Source: an optimization exercise on an open RTL-to-GDS flow (aim: a short achievable clock period and few clock cycles). Production flows keep margins and buffers that such runs may drop. RTL that was checked went through simulation tests only; none was proved equivalent to the original. Power figures rest on the tool's default switching activity, not on a simulated workload.

## delta
==> flow/design.v (excerpt) <==
module flz_decomp (
    input  wire        clk,
    input  wire        rst,         
    input  wire        start,
    input  wire        abort,
    input  wire [15:0] in_off,
    input  wire [15:0] in_len,
    output wire [15:0] in_addr,
    input  wire [7:0]  in_rdata,
    output wire        out_we,
    output wire [14:0] out_waddr,
    output wire [7:0]  out_wdata,
    output wire [14:0] out_raddr,
    input  wire [7:0]  out_rdata,
    output wire [1:0]  st,
    output reg  [1:0]  err,
    output reg  [2:0]  cause,
    output reg  [15:0] op
);
Settings: LEC_CHECK=0, CAP_MARGIN=20, CORE_MARGIN=2, CORE_UTILIZATION=40, SETUP_SLACK_MARGIN=4, SLEW_MARGIN=20; clock period 6.0 ns.
run.sh (not shown) runs the stock make flow with config.mk's settings and CLKGATE_MAP_FILE= SYNTH_SCRIPT=/design/flow/synth_recipe.tcl, a recipe that flattens the netlist after the stock synthesis.
## Diff of input files: juniper against delta
--- a/flow/design.v
+++ b/flow/design.v
@@ -124,14 +124,12 @@
     wire        c1_uf   = c1_hi_gt || (c1_hi_eq && c1_lo_ge);
     wire [9:0]  ov_sum  = {1'b0, op_p[8:0]} + {1'b0, k_add};
     wire        ovf     = ((op_p[15:9] == 7'd64) && (k_add != 9'd0)) ||
                           ((op_p[15:9] == 7'd63) && (ov_sum > 10'd512));
     wire [14:0] c1_src  = {c1_src_hi + {6'd0, c1_src_lo[8]}, c1_src_lo[7:0]};
     wire        c_push  = running && c1_v && !c_stop;
-    wire        c_byp   = running && k_v && (k_type == K_LIT) && !c1_v && !c_stop;
-    wire        q_push  = c_push || c_byp;
     reg         lq_ne;        
     reg         cq_ne;        
     wire        x_lpop  = (x_mode == X_LIT) && lq_ne;
     wire        x_free  = (x_mode == X_IDLE) || (x_last && ((x_mode == X_COPY) || x_lpop));
     wire        x_load  = running && x_free && cq_ne;
     wire [7:0]  d_byte  = (d_sel == D_LIT) ? d_lit :
@@ -164,13 +162,13 @@
         if (t_lit) begin
             lq[lq_w[3:0]] <= iq;
             lq_w     <= lq_w + 5'd1;
         end
         lq_r <= lq_r + {4'd0, x_lpop};
         lq_ne <= t_lit ? (x_lpop ? lq_ne : 1'b1) : (x_lpop ? (lq_w - lq_r != 5'd1) : lq_ne);
-        cq_ne <= q_push ? (x_load ? cq_ne : 1'b1) : (x_load ? (cq_w - cq_r != 4'd1) : cq_ne);
+        cq_ne <= c_push ? (x_load ? cq_ne : 1'b1) : (x_load ? (cq_w - cq_r != 4'd1) : cq_ne);
         k_v   <= 1'b0;
         k_add <= 9'd0;
         if (running) begin
             case (t_st)
                 T_CTRL: begin
                     if (t_fin) begin
@@ -230,13 +228,13 @@
                     if (t_cnt == 5'd0) t_st <= T_CTRL;
                 end
                 default: ;
             endcase
             if (iq_v && iq_tag == 6'd0) t_end <= 1'b1;
         end
-        c1_v     <= running && k_v && !c_byp;
+        c1_v     <= running && k_v;
         c1_type  <= k_type;
         c1_n     <= k_n;
         c1_one   <= k_one;
         c1_src_lo <= {1'b0, op_p[7:0]} + {1'b0, ~k_ofs[7:0]};
         c1_src_hi <= op_p[14:8] + {2'b11, ~k_ofs[12:8]};
         c1_dsel  <= (k_ofs == 13'd0) ? D_H1 : (k_ofs == 13'd1) ? D_H2 : D_MEM;
@@ -264,19 +262,12 @@
                 cq_type[cq_w[2:0]]  <= K_FIN;
                 cq_cnt[cq_w[2:0]]   <= {4'd0, E_CORRUPT, c1_uf ? C_UNDERFLOW : C_OVERFLOW_MATCH};
                 c_stop         <= 1'b1;
             end
             cq_w <= cq_w + 4'd1;
         end
-        if (c_byp) begin
-            cq_cnt[cq_w[2:0]]  <= ovf ? {4'd0, E_CORRUPT, C_OVERFLOW_LIT} : k_n;
-            cq_one[cq_w[2:0]]  <= k_one;
-            cq_type[cq_w[2:0]] <= ovf ? K_FIN : K_LIT;
-            if (ovf) c_stop <= 1'b1;
-            cq_w <= cq_w + 4'd1;
-        end
         cq_r <= cq_r + {3'd0, x_load};
         w_v    <= d_v;
         w_data <= d_byte;
         if (d_v) begin
             h1 <= d_byte;
             h2 <= h1;
@@ -379,18 +370,15 @@
             err     <= E_NONE;
             cause   <= C_NONE;
             op      <= 16'd0;
             wa      <= 15'd0;
             cnt_d   <= 16'd0;
             cnt_r   <= 16'd0;
-            ia      <= in_off;
-            f0_v    <= (in_len != 16'd0);
-            f0_tag  <= (in_len[15:6] != 10'd0) ? 6'd63 : (in_len[5:0] - 6'd1);
-            ip      <= in_off + 16'd1;
-            fleft   <= in_len - 16'd1;
-            fnz     <= (in_len[15:1] != 15'd0);
+            ip      <= in_off;
+            fleft   <= in_len;
+            fnz     <= (in_len != 16'd0);
             c_le5   <= 1'b1;
             c_le6   <= 1'b1;
             c_le7   <= 1'b1;
             l_le13  <= 1'b1;
             l_le14  <= 1'b1;
             l_le15  <= 1'b1;
==> run summary <==
juniper: flow completed, timing, DRC and antenna clean
Final design area excluding fillers in juniper is about 3.5% lower than in delta
Routed wire length per instance grows by a few percent when moving from delta to juniper.
As far as residual overflow from global routing goes, delta and juniper are indistinguishable; the numbers are identical.
Summary of juniper over delta: post-placement cell count went down 284, clock network fraction of design power went down 0.9 points.
Number of global-route vias before repair on juniper is down relative to delta.
Summary of juniper over delta: sequential area share after synthesis shows an increase of 2.7 points, combinational fraction of design power shows a reduction of 0.7 points, total chip power shows a reduction of 0.00035 W.
Testbench counts of juniper, summed over its fixed seeds: cycles 297,194.
The RTL of delta was laid out without a check of its function.

==> afterwards: timing with drivers on the ports <==
In the flow no input, the clock included, has a driving cell. The finished layouts below were timed again as built, in two steps. Step 1 assumes that a clkbuf_16 drives the clock port and a buf_2 every other input. Step 2 adds t to the input delays and takes it off the output delays; t is the mean of the earliest and latest rising clock arrival at the registers after step 1. Input paths then give back, and output paths get back, about the clock's delay inside the block. Slacks: no drivers / after step 1 / after step 2; pairs: no drivers / after step 1.
| run | t, ns | setup WS [ns] | latest minus earliest clock arrival (ns) | worst data-port slew with drivers (ns) | cell pins on the clock port's net |
|---|---|---|---|---|---|
| delta | 0.675 | 3.425 / 3.425 / 3.091 | 0.028 / 0.029 | 0.09 | 1 |
| juniper | 0.673 | 3.736 / 3.668 / 3.324 | 0.025 / 0.025 | 0.06 | 1 |
After both steps setup and hold are still met in every run listed. For juniper, which loses most, drivers alone change the setup slack by -0.068 ns; drivers and shift together by -0.412 ns.
